From an optimization exercise on the open Yosys and OpenROAD flow, aimed at small area, a short achievable clock period and few clock cycles; shortcuts taken in it are not production practice. Function was not checked in any run shown here: the RTL went through the layout flow alone. Power is estimated from default activity; no workload was simulated.

===== design.v =====
module fcodec (
    input  wire       clk,
    input  wire       rst,           
    input  wire       host_en,
    input  wire       host_we,
    input  wire [7:0] host_addr,
    input  wire [7:0] host_wdata,
    output reg  [7:0] host_rdata,
    output wire       busy,
    output wire       tx_valid,
    output wire [7:0] tx_data,
    input  wire       tx_ready,
    input  wire       rx_valid,
    input  wire [7:0] rx_data
);
    localparam [2:0] S_IDLE  = 3'd0,
                     S_AMUL  = 3'd1,    
                     S_ARND  = 3'd2,    
                     S_AFIN  = 3'd3,    
                     S_AREM  = 3'd4,    
                     S_UPRE  = 3'd5,    
                     S_UMUL  = 3'd6,    
                     S_UPACK = 3'd7;    
    reg  [4:0]  err;
    reg  [7:0]  id_r;
    reg  [7:0]  speed;
    reg  [3:0]  txptr;
    reg  [3:0]  rxcnt;
    reg  [63:0] angle_in;
    reg  [15:0] units;
    reg  [9:0]  rdeg;           
    reg  [15:0] pos;
    reg  [63:0] angle_out;
    reg  [7:0]  rxf [0:7];
    reg  [7:0]  rxsum;          
    reg         posvalid;
    reg  [1:0]  ftype;          
    reg  [7:0]  fa, fb, fc;
    reg         txv_q;          
    reg  [7:0]  txd_q;          
    reg  [2:0]  state;
    reg         busy_q;
    reg  [2:0]  cnt;
    reg         enc;            
    reg         dec;            
    reg  [70:0] acc;
    reg  [7:0]  mb_q;           
    reg         first_q;        
    reg         last_q;         
    reg         mode_q;         
    reg  signed [11:0] shr;     
    reg  [3:0]  jj;             
    reg  [7:0]  mnh;            
    reg  [3:0]  lz;
    reg         usign;
    assign busy     = busy_q;
    assign tx_valid = txv_q;
    assign tx_data  = txd_q;
    wire f_none  = (ftype == 2'd0);
    wire f_prb   = (ftype == 2'd3);
    wire [7:0] ck = f_none ? 8'h00 : (8'h80 - fa - fb - fc);
    wire [3:0] txlen = f_none ? 4'd0 : (f_prb ? 4'd7 : 4'd8);
    function [7:0] fbyte;
        input [2:0] i;
        input [1:0] ft;
        input [7:0] a, b, c, k;
        begin
            case (i)
                3'd0: fbyte = (ft == 2'd3) ? 8'h80 : 8'h00;
                3'd1: fbyte = (ft == 2'd3) ? a : ((ft == 2'd0) ? 8'h00 : 8'h80);
                3'd2: fbyte = c;
                3'd3: fbyte = (ft == 2'd1 || ft == 2'd2) ? a : 8'h00;
                3'd4: fbyte = b;
                3'd5: fbyte = k;
                default: fbyte = 8'h00;
            endcase
        end
    endfunction
    wire txbusy = txv_q;
    wire rxfull = rxcnt[3];
    wire rxsumok = rxfull && (rxsum == 8'd0);
    wire errany  = (err != 5'd0);
    wire [7:0] status = {3'b000, errany, posvalid, rxsumok, rxfull, txbusy};
    wire hwr    = host_en && host_we && !busy_q;
    wire cmd_wr = hwr && (host_addr == 8'h00);
    wire [7:0] cw = host_wdata;
    reg [7:0] rd_mux;
    always @(*) begin
        rd_mux = 8'h00;
        case (host_addr[7:3])
            5'b00000:
                case (host_addr[2:0])
                    3'd1: rd_mux = status;
                    3'd2: rd_mux = {3'b000, err};
                    3'd3: rd_mux = id_r;
                    3'd4: rd_mux = speed;
                    3'd5: rd_mux = {4'd0, txlen};
                    3'd6: rd_mux = {4'd0, txptr};
                    3'd7: rd_mux = {4'd0, rxcnt};
                    default: rd_mux = 8'h00;
                endcase
            5'b00001: rd_mux = angle_in[63 - 8*host_addr[2:0] -: 8];
            5'b00010:
                case (host_addr[2:0])
                    3'd0: rd_mux = units[15:8];
                    3'd1: rd_mux = units[7:0];
                    3'd2: rd_mux = {{6{rdeg[9]}}, rdeg[9:8]};
                    3'd3: rd_mux = rdeg[7:0];
                    3'd4: rd_mux = pos[15:8];
                    3'd5: rd_mux = pos[7:0];
                    default: rd_mux = 8'h00;
                endcase
            5'b00011: rd_mux = angle_out[63 - 8*host_addr[2:0] -: 8];
            5'b00100: rd_mux = fbyte(host_addr[2:0], ftype, fa, fb, fc, ck);
            5'b00101: rd_mux = rxf[host_addr[2:0]];
            default:  rd_mux = 8'h00;
        endcase
    end
    wire ain_wr = hwr && (host_addr[7:3] == 5'b00001);
    reg [63:0] ain_n;
    always @(*) begin
        ain_n = angle_in;
        if (ain_wr)
            ain_n[63 - 8*host_addr[2:0] -: 8] = host_wdata;
    end
    localparam [32*67-1:0] ROM_TBL = 2144'hd6774f9cb1b09751190562e358ff44da86e77b7a63790ed95d55c9530b7a46a2ed39d466d950ad6d55d91df46a264240c9c1602b7f244dda7d18f3930e207a6d9c1f3764158b8d63fd136a0ab92a616f48d45da51df46a264240c9c11c987103d36ce0f9b2ae4a985bd23517683930e207a6d9c1f343930e207a6d9c1f3000000000000000000035b6fcb1465e89a006444825bfad29a800ba3616aad1d04380157c6513b5bf6a40027640ea4228998200479ea641b328b780080ea5e76427c7d800e52ee0d23d4f180019112096feb4a6a002af8ca276b7ed4800479ea641b328b7800729770691ea78c000abe3289dadfb52000e52ee0d23d4f18000e52ee0d23d4f180000000000000000;
    wire [66:0] rom_lo = ROM_TBL[{mode_q, mb_q[3:0]} * 67 +: 67];
    wire [66:0] rom_hi = ROM_TBL[{mode_q, mb_q[7:4]} * 67 +: 67];
    wire [70:0] acc_in   = first_q ? 71'd0 : acc;
    wire [70:0] msum     = acc_in + {4'd0, rom_lo} + {rom_hi, 4'd0};
    wire [70:0] acc_step = last_q ? msum : {8'd0, msum[70:8]};
    wire [10:0] a_e   = angle_in[62:52];
    wire        a_s   = angle_in[63];
    wire        pL    = acc[57];
    wire [52:0] kept  = pL ? acc[57:5] : acc[56:4];
    wire        guard = pL ? acc[4] : acc[3];
    wire        stk   = (pL ? (acc[3:0] != 4'd0) : (acc[2:0] != 3'd0)) || (angle_in[47:0] != 48'd0);
    wire        rup   = guard && (stk || kept[0]);
    wire [53:0] rnd   = {1'b0, kept} + {53'd0, rup};
    wire [11:0] ovs   = {1'b0, a_e} + {11'd0, pL} + {11'd0, rnd[53]};
    wire        ovf   = (ovs > 12'd2041);
    wire signed [11:0] sh0 = 12'sd1070 - $signed({1'b0, a_e}) - $signed({11'd0, pL});
    wire [11:0] sh0m  = sh0 - 12'sd44;
    wire [3:0]  jj0   = sh0m[11] ? 4'd0 : ((sh0m > 12'd11) ? 4'd11 : sh0m[3:0]);
    wire [10:0] rx2   = {acc[53:44], acc[43]};
    wire [10:0] rred  = (rx2 >= 11'd720) ? (rx2 - 11'd720) :
                        (rx2 >= 11'd360) ? (rx2 - 11'd360) : rx2;
    wire [53:0]  dm    = acc[53:0];
    wire [9:0]   dtop  = dm[53:44];
    wire [9:0]   nred  = (jj == 4'd0) ? ((dtop >= 10'd360) ? (dtop - 10'd360) : dtop) :
                         (jj >= 4'd10) ? 10'd0 : (dtop >> jj);
    reg          hbit, shi;
    integer      si;
    always @(*) begin
        hbit = 1'b0;
        shi  = 1'b0;
        for (si = 0; si <= 10; si = si + 1) begin
            if (jj == si[3:0]) hbit = dm[43 + si];
            if (jj > si[3:0])  shi  = shi | dm[43 + si];
        end
    end
    wire         sbit  = (jj >= 4'd11) || shi || (dm[42:0] != 43'd0);
    wire         crn   = (jj == 4'd10) && (dm == {1'b0, {53{1'b1}}});
    wire [9:0]   tk    = nred + {9'd0, a_s ? (hbit && sbit) : (hbit || crn)};
    wire [9:0]   k_val = a_s ? (10'd0 - tk) : tk;
    wire [15:0]  t10   = {3'd0, tk, 3'd0} + {5'd0, tk, 1'b0};
    wire [15:0]  u_val = a_s ? (16'd1500 - t10) : (16'd1500 + t10);
    wire [15:0] usrc = dec ? pos : units;
    wire        uneg = (usrc < 16'd1500);
    wire [15:0] um   = uneg ? (16'd1500 - usrc) : (usrc - 16'd1500);
    reg  [3:0]  ulz;
    integer li;
    always @(*) begin
        ulz = 4'd0;
        for (li = 0; li < 16; li = li + 1)
            if (um[li]) ulz = 4'd15 - li[3:0];
    end
    wire [15:0] umn  = um << ulz;
    wire        qL    = acc[70];
    wire [52:0] qkept = qL ? acc[70:18] : acc[69:17];
    wire        qg    = qL ? acc[17] : acc[16];
    wire [53:0] qm    = {1'b0, qkept} + {53'd0, qg};
    wire [51:0] qfrac = qm[53] ? qm[52:1] : qm[51:0];
    wire [10:0] qexp  = 11'd1028 - {7'd0, lz} + {10'd0, qL} + {10'd0, qm[53]};
    wire [63:0] q_res = mnh[7] ? {usign, qexp, qfrac} : 64'd0;
    wire c_spd   = cmd_wr && (cw == 8'h01);
    wire c_unt   = cmd_wr && (cw == 8'h02);
    wire c_ang   = cmd_wr && (cw == 8'h03);
    wire c_prb   = cmd_wr && (cw == 8'h04);
    wire c_a2u   = cmd_wr && (cw == 8'h05);
    wire c_u2a   = cmd_wr && (cw == 8'h06);
    wire c_dec   = cmd_wr && (cw == 8'h07);
    wire c_rxc   = cmd_wr && (cw == 8'h08);
    wire c_bad   = cmd_wr && (cw > 8'h08);
    wire enc_cmd   = c_spd || c_unt || c_ang || c_prb;
    wire e_busy    = enc_cmd && txbusy;
    wire a_nan     = (a_e == 11'h7FF);
    wire start_a   = (c_a2u || (c_ang && !txbusy)) && !a_nan;
    wire e_conv0   = (c_a2u || (c_ang && !txbusy)) && a_nan;
    wire e_short   = c_dec && !rxfull;
    wire start_u   = c_u2a || (c_dec && rxfull);
    wire fin_a     = (state == S_AFIN);
    wire ld_spd    = c_spd && !txbusy;
    wire ld_prb    = c_prb && !txbusy;
    wire ld_unt    = (c_unt && !txbusy) || (fin_a && enc);
    wire load      = ld_spd || ld_prb || ld_unt;
    wire [15:0] usel = fin_a ? u_val : units;
    wire take      = txv_q && tx_ready;
    wire [3:0] tp1 = txptr + 4'd1;
    reg [2:0] st_n;
    always @(*) begin
        st_n = state;
        case (state)
            S_IDLE:  st_n = start_a ? S_AMUL : (start_u ? S_UPRE : S_IDLE);
            S_AMUL:  if (cnt == 3'd6) st_n = S_ARND;
            S_ARND:  st_n = ovf ? S_IDLE : ((sh0 < 12'sd44) ? S_AREM : S_AFIN);
            S_AREM:  if (shr == 12'sd43) st_n = S_AFIN;
            S_AFIN:  st_n = S_IDLE;
            S_UPRE:  st_n = S_UMUL;
            S_UMUL:  if (cnt == 3'd1) st_n = S_UPACK;
            default: st_n = S_IDLE;
        endcase
    end
    wire [2:0] cnt_n = (state == S_IDLE) ? 3'd1 : (cnt + 3'd1);
    reg  [7:0] abyte_n;
    always @(*) begin
        case (cnt_n)
            3'd1: abyte_n = angle_in[15:8];
            3'd2: abyte_n = angle_in[23:16];
            3'd3: abyte_n = angle_in[31:24];
            3'd4: abyte_n = angle_in[39:32];
            3'd5: abyte_n = angle_in[47:40];
            3'd6: abyte_n = {4'b0001, angle_in[51:48]};
            default: abyte_n = 8'h00;
        endcase
    end
    wire [7:0] mb_n = (st_n == S_IDLE) ? ain_n[7:0] :
                      (state == S_UPRE) ? umn[7:0] :
                      (state == S_UMUL) ? mnh : abyte_n;
    integer i;
    reg [3:0] rxcnt_c;
    always @(posedge clk) begin
        if (state == S_ARND)
            acc[53:0] <= rnd;
        else if (state == S_AREM)
            acc[53:0] <= {1'b0, rred[8:0], acc[42:0], 1'b0};
        else
            acc <= acc_step;
        shr     <= (state == S_ARND) ? sh0 : (shr + 12'sd1);
        jj      <= (state == S_ARND) ? jj0 : 4'd0;
        if (state == S_UPRE) begin
            mnh   <= umn[15:8];
            lz    <= ulz;
            usign <= uneg;
        end
        host_rdata <= rd_mux;
        if (rst) begin
            err       <= 5'd0;
            id_r      <= 8'h00;
            speed     <= 8'h64;
            txptr     <= 4'd0;
            rxcnt     <= 4'd0;
            angle_in  <= 64'd0;
            units     <= 16'd0;
            rdeg      <= 10'd0;
            pos       <= 16'd0;
            angle_out <= 64'd0;
            posvalid  <= 1'b0;
            for (i = 0; i < 8; i = i + 1)
                rxf[i] <= 8'h00;
            rxsum  <= 8'h00;
            ftype  <= 2'd0;
            fa     <= 8'h00;
            fb     <= 8'h00;
            fc     <= 8'h00;
            txv_q  <= 1'b0;
            txd_q  <= 8'h00;
            mb_q    <= 8'h00;
            first_q <= 1'b1;
            last_q  <= 1'b0;
            mode_q  <= 1'b0;
            state  <= S_IDLE;
            busy_q <= 1'b0;
            cnt    <= 3'd0;
            enc    <= 1'b0;
            dec    <= 1'b0;
        end else begin
            state  <= st_n;
            busy_q <= (st_n != S_IDLE);
            mb_q    <= mb_n;
            first_q <= (st_n == S_IDLE) || (state == S_UPRE);
            last_q  <= (state == S_AMUL && cnt == 3'd5) || (state == S_UMUL && cnt == 3'd0);
            mode_q  <= (state == S_UPRE) || (state == S_UMUL && cnt == 3'd0);
            case (state)
                S_IDLE:  cnt <= start_a ? 3'd1 : 3'd0;
                S_AMUL:  cnt <= (cnt == 3'd6) ? 3'd0 : cnt + 3'd1;
                S_UMUL:  cnt <= (cnt == 3'd1) ? 3'd0 : cnt + 3'd1;
                default: cnt <= 3'd0;
            endcase
            if (state == S_IDLE) begin
                enc <= c_ang;
                dec <= c_dec;
            end
            angle_in <= ain_n;
            if (hwr) begin
                case (host_addr)
                    8'h03: id_r  <= host_wdata;
                    8'h04: speed <= host_wdata;
                    8'h10: units[15:8] <= host_wdata;
                    8'h11: units[7:0]  <= host_wdata;
                    default: ;
                endcase
            end
            if (c_dec && rxfull)
                pos <= {rxf[6], rxf[7]};
            if (fin_a) begin
                units <= u_val;
                rdeg  <= k_val;
            end
            if (state == S_UPACK) begin
                angle_out <= q_res;
                if (dec)
                    posvalid <= 1'b1;
            end
            if (load) begin
                ftype <= ld_spd ? 2'd1 : (ld_prb ? 2'd3 : 2'd2);
                fa    <= ld_unt ? usel[15:8] : id_r;
                fb    <= ld_spd ? speed : (ld_unt ? usel[7:0] : 8'h00);
                fc    <= ld_spd ? 8'hE9 : (ld_unt ? id_r : 8'h87);
                txptr <= 4'd0;
                txv_q <= 1'b1;
                txd_q <= ld_prb ? 8'h80 : 8'h00;
            end else if (take) begin
                txptr <= tp1;
                txv_q <= (tp1 < txlen);
                txd_q <= fbyte(tp1[2:0], ftype, fa, fb, fc, ck);
            end
            if (c_rxc) begin
                posvalid <= 1'b0;
                for (i = 0; i < 8; i = i + 1)
                    rxf[i] <= 8'h00;
            end
            rxcnt_c = c_rxc ? 4'd0 : rxcnt;
            if (rx_valid && !rxcnt_c[3]) begin
                rxf[rxcnt_c[2:0]] <= rx_data;
                rxsum <= (c_rxc ? 8'h00 : rxsum) + rx_data;
                rxcnt_c = rxcnt_c + 4'd1;
            end else if (c_rxc) begin
                rxsum <= 8'h00;
            end
            rxcnt <= rxcnt_c;
            err <= (err & ~((hwr && host_addr == 8'h02) ? host_wdata[4:0] : 5'd0))
                 | {rx_valid && !c_rxc && rxcnt[3],
                    e_short,
                    e_conv0 || (state == S_ARND && ovf),
                    e_busy,
                    c_bad};
        end
    end
endmodule

===== run.sh =====
#!/bin/bash
# synth_recipe.tcl (not shown) runs the flow's synth.tcl, then flattens the netlist and writes it again
# the make line also repeats each setting of config.mk as NAME=value (left out here)
make -C /OpenROAD-flow-scripts/flow DESIGN_CONFIG=/design/flow/config.mk WORK_HOME=/design/flow/orfs CLKGATE_MAP_FILE= SYNTH_SCRIPT=/design/flow/synth_recipe.tcl finish

===== config.mk =====
export PLATFORM = sky130hd
export DESIGN_NAME = fcodec
export DESIGN_NICKNAME = fcodec
export VERILOG_FILES = /design/flow/design.v
export SDC_FILE = /design/flow/constraint.sdc
export NUM_CORES = 4
export LEC_CHECK = 0
export CAP_MARGIN = 20
export CORE_MARGIN = 2
export CORE_UTILIZATION = 40
export SLEW_MARGIN = 20

===== constraint.sdc =====
create_clock -name core_clock -period 17.0 [get_ports {clk}]
set_input_delay 3.4000 -clock core_clock [delete_from_list [all_inputs] [get_ports {clk}]]
set_output_delay 3.4000 -clock core_clock [all_outputs]
set_load 0.01 [all_outputs]

==> out/results.env, run 1 <==
DRT_WL_TOTAL_MM=162
SHARE_SEQ_OF_TOTAL_POWER_PCT=29.4
PLACE_HPWL_MM=124
CTS_MADE_BUFFERS=53
P_PER_AREA_mW_PER_MM2=102
START_UTIL_PCT=40.5
GRT_PASS1_WL_MM=241
FLOORPLAN.DIE_AREA_MM2=0.104
YS_FF_LATCH=432
FF2FF_SETUP_SLACK_NS=9.38
MAXIMUM_NUMBER_OF_PINS_ON_ONE_NET_BEFORE_GLOBAL_ROUTE_REPAIR=115
NUM_VIAS=40600
CLOCK_TREE_FROM_TRITONCTS='built'
PORT_BUFFERS=47
REG2REGPATHDEPTH=21
LAYOUT_COMMON_CELLS='nand2_1 (576), nor2_1 (531), a21oi_1 (516)'
SYNTH.NET_COUNT=5625
FIRST_GLOBAL_VIAS=37200
GRT-OVFL-TOTAL=0
SYNTHESIS.AREA_PER_INSTANCE_UM2=7.65
POSTROUTEANTENNANETS=0
FINAL_CELL_AREA_MM2=0.0439
PERIOD_UTILIZATION_PCT=47.4
FINISH.UTILIZATION_PCT=43.8
POSTCTSHOLDBUFS=0
DIE-HEIGHT_UM=323
POSTCTSSETUPBUFFERS=0
CLKPWRFRAC_PCT=27.0
PATH_MAX_FANOUT=19
RSZ0062_AT_GRT='no'
FINALNETCOUNT=5442
CRIT_ARRIVAL_NS=8.65
RUN_STATUS='no timing/DRC/antenna violations'
WORSTSETUPSTARTPOINTTYPE='input pin'
SYN-INSTANCE-COUNT=5304
FLOORPLAN.DIE.WIDTH_UM=323
TIGHTEST_SLEW_NS=1.11
POWER_LEAKAGE_nW=16.4
SYNTH.CELL_AREA_MM2=0.0406
NUMBER_OF_ENABLE_FLIP_FLOP_CELLS_AFTER_SYNTHESIS=94
IO_PINS=48
POST_DRT_WL_PER_CELL_UM=24.8
ROUTE.DETAILED.DRC=0
YOSYS_MOST_USED_DFF='dfxtp_1'
MAX_FREQ_GHz=0.124
SETUP_VIOL=0
YOSYS_WARNINGS=1
PLACE_AREA_MM2=0.0421
FILLER_CELL_COUNT=10200
CORE-AREA_MM2=0.100
SYNTH.YOSYS.SEQ_AREA_SHARE_PCT=23.6
TNS_NS=0
SW_SHARE_PCT=43.5
ANTENNA_VIOLATIONS_BEFORE_REPAIR=6
MAX-CLOCK-PATH-BUFFERS=3
GRT_USE_TOTAL_PCT=30.1
CTS.REPAIR.RESIZED=0
HTREE_NUM_LEVELS=2
ENDPOINT_KIND='flop'
PLACEMENT_ROWS=116
NETSWITCHINGPOWER_W=0.00195
TIMING.HOLD.WS_NS=0.459
CRITICALPATHCATEGORY='input pin to flop'
CLK_LATENCY_NS=0.66
TIMING.HOLD.WORST_PATH_DEPTH=2
LAYOUT.CELLS.MOST_COMMON='nand2_1'
POWER.IR.VDD_WORST_mV=0.0782
CLOCK-SKEW-FINAL_NS=0.0805
DRV_SLEW=0
VIAS_PER_CELL=6.23
POWER.COMBINATIONAL.FRACTION_PCT=43.6
FIN_CRIT_NS=8.06
SYNTH_CELL_TYPES=95
DR.FIRST_ITER.DRC_COUNT=5051
TIMING.MAX_SLEW.REL_SLACK_PCT=25.3
SYNTHARSTFLOPSHARE_PCT=0
MIN_PATH_TYPE='flop to flop'
DRIVE_GT1_SHARE_PCT=6.60
CTS.ROOT.BUFFER_CELL='clkbuf_16'
FLOW.AREA_GROWTH_FROM_SYNTHESIS_PCT=8.27
MAX_CAP_VIOLATIONS=0
WORSTPATHREQUIRED_NS=17.59
FINALHOLDVIOLATIONS=0
CTS.REPORTEDPATHS.CLKPINSLEW_NS=0.07
NUMCLOCKSINKS=432
GP_CONGESTION=1.01
DR.PASS1.ITERS=8
P_INT_W=0.00254
==> metal layers <==
layer	GRT usage (%)	routed length, um	vias to the layer above
met2	47.4	71600	1939
met4	15.1	9600	4
met1	40.4	67700	19500
met5	0	27	-
li1	-	-	18800
met3	4.18	12700	399
==> cell families after synthesis <==
kind of cell	Yosys count	share of synthesized area [%]
AOI/OAI and AO/OA	1527	23.9
buffers and inverters	580	5.46
and+or+nand+nor	1924	22.5
xor gates and xnor gates	312	6.73
adders and majority gates	291	10.4
muxes	238	7.38
DFF	432	23.6
==> registers in the layout, summed over array words and instances (netlist names), 5 cells and up <==
register / cells
txd_q: 8
units: 16
mb_q: 8
speed: 8
id_r: 8
fa: 8
angle_in: 64
rdeg: 10
pos: 16
acc: 71
angle_out: 61
err: 5
rxf: 64
shr: 12
rxsum: 8
mnh: 8
fc: 8
fb: 8
host_rdata: 8
==> worst paths after layout <==
| check | from | to |
|---|---|---|
| worst max-delay path | host_addr[0] | mb_q[4] |
| worst min-delay path | angle_out[29] | angle_out[29] |
| worst max register to register | mb_q[0] | acc[70] |
| worst min register to register | angle_out[29] | angle_out[29] |
==> critical path, stage by stage <==
cell       delay (ns)
buf_4            0.38
clkinv_1         0.51
ha_1             0.49
ha_1             0.60
xnor2_1          0.59
nand2b_1         0.19
ha_1             0.33
nand3_1          0.07
nor4_1           0.29
nand4_1          0.64
mux2i_1          0.30
a21o_1           0.22
a2111oi_0        0.36
o31ai_1          0.12
o21ai_0          0.11
==> power groups by stage <==
stage               logic (W)  clock network (W)  registers, W
CTS                   0.00192            0.00122       0.00131
detailed placement    0.00191                  0       0.00133
finish                0.00196            0.00121       0.00132
global placement      0.00190                  0       0.00133
floorplan             0.00143                  0       0.00120
global route          0.00212            0.00126       0.00133
==> cells in the mapped netlist (35+ instances only) <==
master	n	area (um^2)
nand2_1	576	2160
edfxtp_1	94	2820
ha_1	214	2680
a31oi_1	40	250
nor2b_1	115	719
nand3_1	147	736
a211oi_1	56	420
a22oi_1	111	833
nand2b_1	74	463
o211ai_1	62	465
dfxtp_1	338	6770
o31ai_1	36	270
xor2_1	122	1070
clkbuf_1	292	1100
mux4_2	45	1010
fa_1	77	1540
a221oi_1	42	368
nand4_1	51	319
o21ai_0	295	1480
nor3_1	101	505
a21oi_1	516	2580
buf_1	65	244
o22ai_1	44	275
nor2_1	532	2000
xnor2_1	190	1660
inv_1	191	717
a21o_1	88	661
nor4_1	52	325
mux2_2	40	450
mux2i_1	153	1530
and3_1	35	219
and2_1	104	651
==> through the flow <==
step | std cells | total power (W) | worst slack, ns
after floorplan | 5304 | 0.00264 | 9.43
after detailed placement | 6422 | 0.00324 | 8.35
after global placement | 6422 | 0.00324 | 8.27
after global routing | 6524 | 0.00471 | 8.60
final | 6525 | 0.00449 | 8.94
after CTS | 6521 | 0.00445 | 9.03
==> cell type report <==
cell class	count	area [um^2]	area share (%)
Multi-Input combinational cell	4292	28800	65.6
Clock buffer	64	1440	3.27
Tap cell	1357	1700	3.86
Timing Repair Buffer	141	1210	2.75
Clock inverter	35	414	0.942
Antenna cell	3	7.51	0.0171
Sequential cell	432	9600	21.8
Inverter	201	754	1.72
==> inputs of run 2 (changes only) <==
--- a/config.mk
+++ b/config.mk
@@ -6,4 +6,5 @@
 export NUM_CORES = 4
 export LEC_CHECK = 0
+export ABC_CLOCK_PERIOD_IN_PS = 4500
 export CAP_MARGIN = 20
 export CORE_MARGIN = 2
==> run 2 against run 1 <==
Count of clock-buffer cells in the layout unchanged. Clock power about the same. Die area unchanged. Utilization unchanged. Combinational power about the same. Sequential share of layout area did not move. Total power unchanged. Global-route usage is the same. Highest routed layer unchanged.
==> out/results.env, run 2 <==
MAX_CAP_VIOLATIONS=0
AREA_OF_ALL_SEQUENTIAL_STANDARD_CELLS_MM2=0.00960
FLOW.AREA_GROWTH_FROM_SYNTHESIS_PCT=8.27
SYNTH.TOP_CELLS.BY_COUNT='nand2_1 (576), nor2_1 (532), a21oi_1 (516)'
SYNTHESIS.AREA_PER_INSTANCE_UM2=7.65
FINALHOLDVIOLATIONS=0
DRT_WL_TOTAL_MM=162
NUMBER_OF_ENABLE_FLIP_FLOP_CELLS_AFTER_SYNTHESIS=94
FLOORPLAN.DIE_AREA_MM2=0.104
POST_DRT_WL_PER_CELL_UM=24.8
FIRST_GLOBAL_VIAS=37200
LAYOUT.CELLS.MOST_COMMON='nand2_1'
WORSTPATHREQUIRED_NS=17.59
POST-SYNTH-TOP-COUNT-CELL='nand2_1'
LAYOUT_COMMON_CELLS='nand2_1 (576), nor2_1 (531), a21oi_1 (516)'
CTS.ROOT.BUFFER_CELL='clkbuf_16'
MIN_PATH_TYPE='flop to flop'
FLOORPLAN.DIE.WIDTH_UM=323
CLOCK_TREE_FROM_TRITONCTS='built'
FF2FF_SETUP_SLACK_NS=9.38
DRIVE_GT1_SHARE_PCT=6.60
DR.PASS1.ITERS=8
NUMCLOCKSINKS=432
DP_SLACK_NS=8.35
PLACE_HPWL_MM=124
REG2REGPATHDEPTH=21
CRITICALPATHCATEGORY='input pin to flop'
DIE-HEIGHT_UM=323
YOSYS_MOST_USED_DFF='dfxtp_1'
PORT_BUFFERS=47
START_UTIL_PCT=40.5
PERIOD_UTILIZATION_PCT=47.4
TIGHTEST_SLEW_NS=1.11
POWER.IR.VDD_WORST_mV=0.0782
ROUTE.DETAILED.DRC=0
YOSYS.AREA.TOP_TYPE_SHARE_PCT=16.7
GRT_USE_TOTAL_PCT=30.1
SYNTH_TOP_CELLS_BY_AREA='dfxtp_1 (17%), edfxtp_1 (7.0%), ha_1 (6.6%)'
CORE-AREA_MM2=0.100
SYNTH.YOSYS.SEQ_AREA_SHARE_PCT=23.6
CLK_LATENCY_NS=0.66
IO_PINS=48
LARGEST_REGISTER_FFS=71
ENDPOINT_KIND='flop'
SYNTH.NET_COUNT=5625
TIMING.HOLD.WORST_PATH_DEPTH=2
MAX_FLOP_REGISTER='acc'
SYNTH_CELL_TYPES=95
NUM_VIAS=40600
GRT-OVFL-TOTAL=0
YS_FF_LATCH=432
ANTENNA_VIOLATIONS_BEFORE_REPAIR=6
TIMING.MAX_SLEW.REL_SLACK_PCT=25.3
FINAL_CELL_AREA_MM2=0.0439
GP_CONGESTION=1.01
PLACE_AREA_MM2=0.0421
PATH_MAX_FANOUT=19
SYNTHARSTFLOPSHARE_PCT=0
DR.FIRST_ITER.DRC_COUNT=5051
P_PER_AREA_mW_PER_MM2=102
RSZ0062_AT_GRT='no'
RUN_STATUS='no timing/DRC/antenna violations'
CTS.REPAIR.RESIZED=0
SYNTH.CELL_AREA_MM2=0.0406
REG_TOP3='acc x71, angle_in x64, rxf x64'
VIAS_PER_CELL=6.23
HTREE_NUM_LEVELS=2
SYNTH_TOP_AREA_CELL='dfxtp_1'
CLOCK-SKEW-FINAL_NS=0.0805
FIN_CRIT_NS=8.06
WORSTSETUPSTARTPOINTTYPE='input pin'
POSTROUTEANTENNANETS=0
GRT_PASS1_WL_MM=241
TNS_NS=0
MAX_FREQ_GHz=0.124
DRV_SLEW=0
HP-START='angle_out[29]'
CTS.REPORTEDPATHS.CLKPINSLEW_NS=0.07
SETUP_CRIT_START='host_addr[0]'
CRIT_ARRIVAL_NS=8.65
FINALNETCOUNT=5442
CTS_MADE_BUFFERS=53
SYN-INSTANCE-COUNT=5304
FILLER_CELL_COUNT=10200
REG2REG_FROM='mb_q[0]'
MAX-CLOCK-PATH-BUFFERS=3
MAXIMUM_NUMBER_OF_PINS_ON_ONE_NET_BEFORE_GLOBAL_ROUTE_REPAIR=115
POSTCTSHOLDBUFS=0
POWER_LEAKAGE_nW=16.4
YOSYS_WARNINGS=1
SETUP_VIOL=0
AREA_OF_THE_MULTI_INPUT_GATES_MM2=0.0288
PLACEMENT_ROWS=116
POSTCTSSETUPBUFFERS=0
POSTLAYOUTSETUPSLACKWORST_NS=8.94
==> run 2: cell counts after synthesis <==
No cell type changed its count.
==> run 2: final timing paths <==
kind	endpoint
worst max register to register	acc[70]
worst min register to register	angle_out[29]
worst max-delay path	mb_q[4]
worst min-delay path	angle_out[29]
==> run 2: where the power goes <==
group | internal, W | switching (W) | total (W)
Sequential | 0.00113 | 0.000190 | 0.00132
Clock | 0.000693 | 0.000520 | 0.00121
Combinational | 0.000715 | 0.00124 | 0.00196
==> run 2: kinds of logic (layout without fill, tap and decap cells) <==
group                      count (synthesis)  after routing  share of synthesized area [%]
AOI/OAI and AO/OA                       1527           1527                           23.9
xor gates and xnor gates                 312            312                           6.73
adders and majority gates                291            291                           10.4
buffers and inverters                    580            441                           5.46
DFF                                      432            432                           23.6
muxes                                    238            238                           7.38
other                                      0              3                              0
and+or+nand+nor                         1924           1924                           22.5
==> run 2: worst max-delay path, cell delays in order <==
cell       delay (ns)
buf_4            0.38
clkinv_1         0.51
ha_1             0.49
ha_1             0.60
xnor2_1          0.59
nand2b_1         0.19
ha_1             0.33
nand3_1          0.07
nor4_1           0.29
nand4_1          0.64
mux2i_1          0.30
a21o_1           0.22
a2111oi_0        0.36
o31ai_1          0.12
o21ai_0          0.11
==> run 2: metal layers <==
layer	wire (um)	GRT usage (%)
met1	67700	40.4
met2	71600	47.4
met3	12700	4.18
met4	9600	15.1
met5	27	0
==> run 2: layout make-up <==
type | count | area share (%)
antenna | 3 | 0.0171
clock inverter | 35 | 0.942
timing repair buffer | 141 | 2.75
sequential | 432 | 21.8
inverter | 201 | 1.72
clock buffer | 64 | 3.27
tap | 1357 | 3.86
multi-input combinational | 4292 | 65.6
==> run 2: metrics by stage <==
| step | instances | hold slack, ns | utilization, % | total power [W] |
|---|---|---|---|---|
| 6_report | 6525 | 0.459 | 43.8 | 0.00449 |
| 5_1_grt | 6524 | 0.480 | 43.8 | 0.00471 |
| 4_1_cts | 6521 | 0.458 | 43.8 | 0.00445 |
| 3_5_place_dp | 6422 | 0.449 | 41.9 | 0.00324 |
| 3_3_place_gp | 6422 | 0.445 | 41.9 | 0.00324 |
| 2_1_floorplan | 5304 | 0.429 | - | 0.00264 |

what the ideal ports hide:
No port has a modelled driver above. Below, the same layouts with a new extraction and two added sets of constraints.
Step 1 sets driving cells, clkbuf_16 on the clock port and buf_2 on the other inputs (assumed; they add their load-dependent delay and slew).
Step 2 adds t to the input delays and takes it off the output delays; t is the mean of the earliest and latest rising clock arrival at the registers after step 1. Input paths then give back, and output paths get back, about the clock's delay inside the block.
a / b / c = no drivers / after step 1 / after step 2; a / b = the first two.
run	t (ns)	setup slack, ns	worst slew at a driven data input, ns
run 1	0.691	8.939 / 8.980 / 8.289	0.09
run 2	0.691	8.939 / 8.980 / 8.289	0.09
After both steps setup and hold are still met in every run listed.
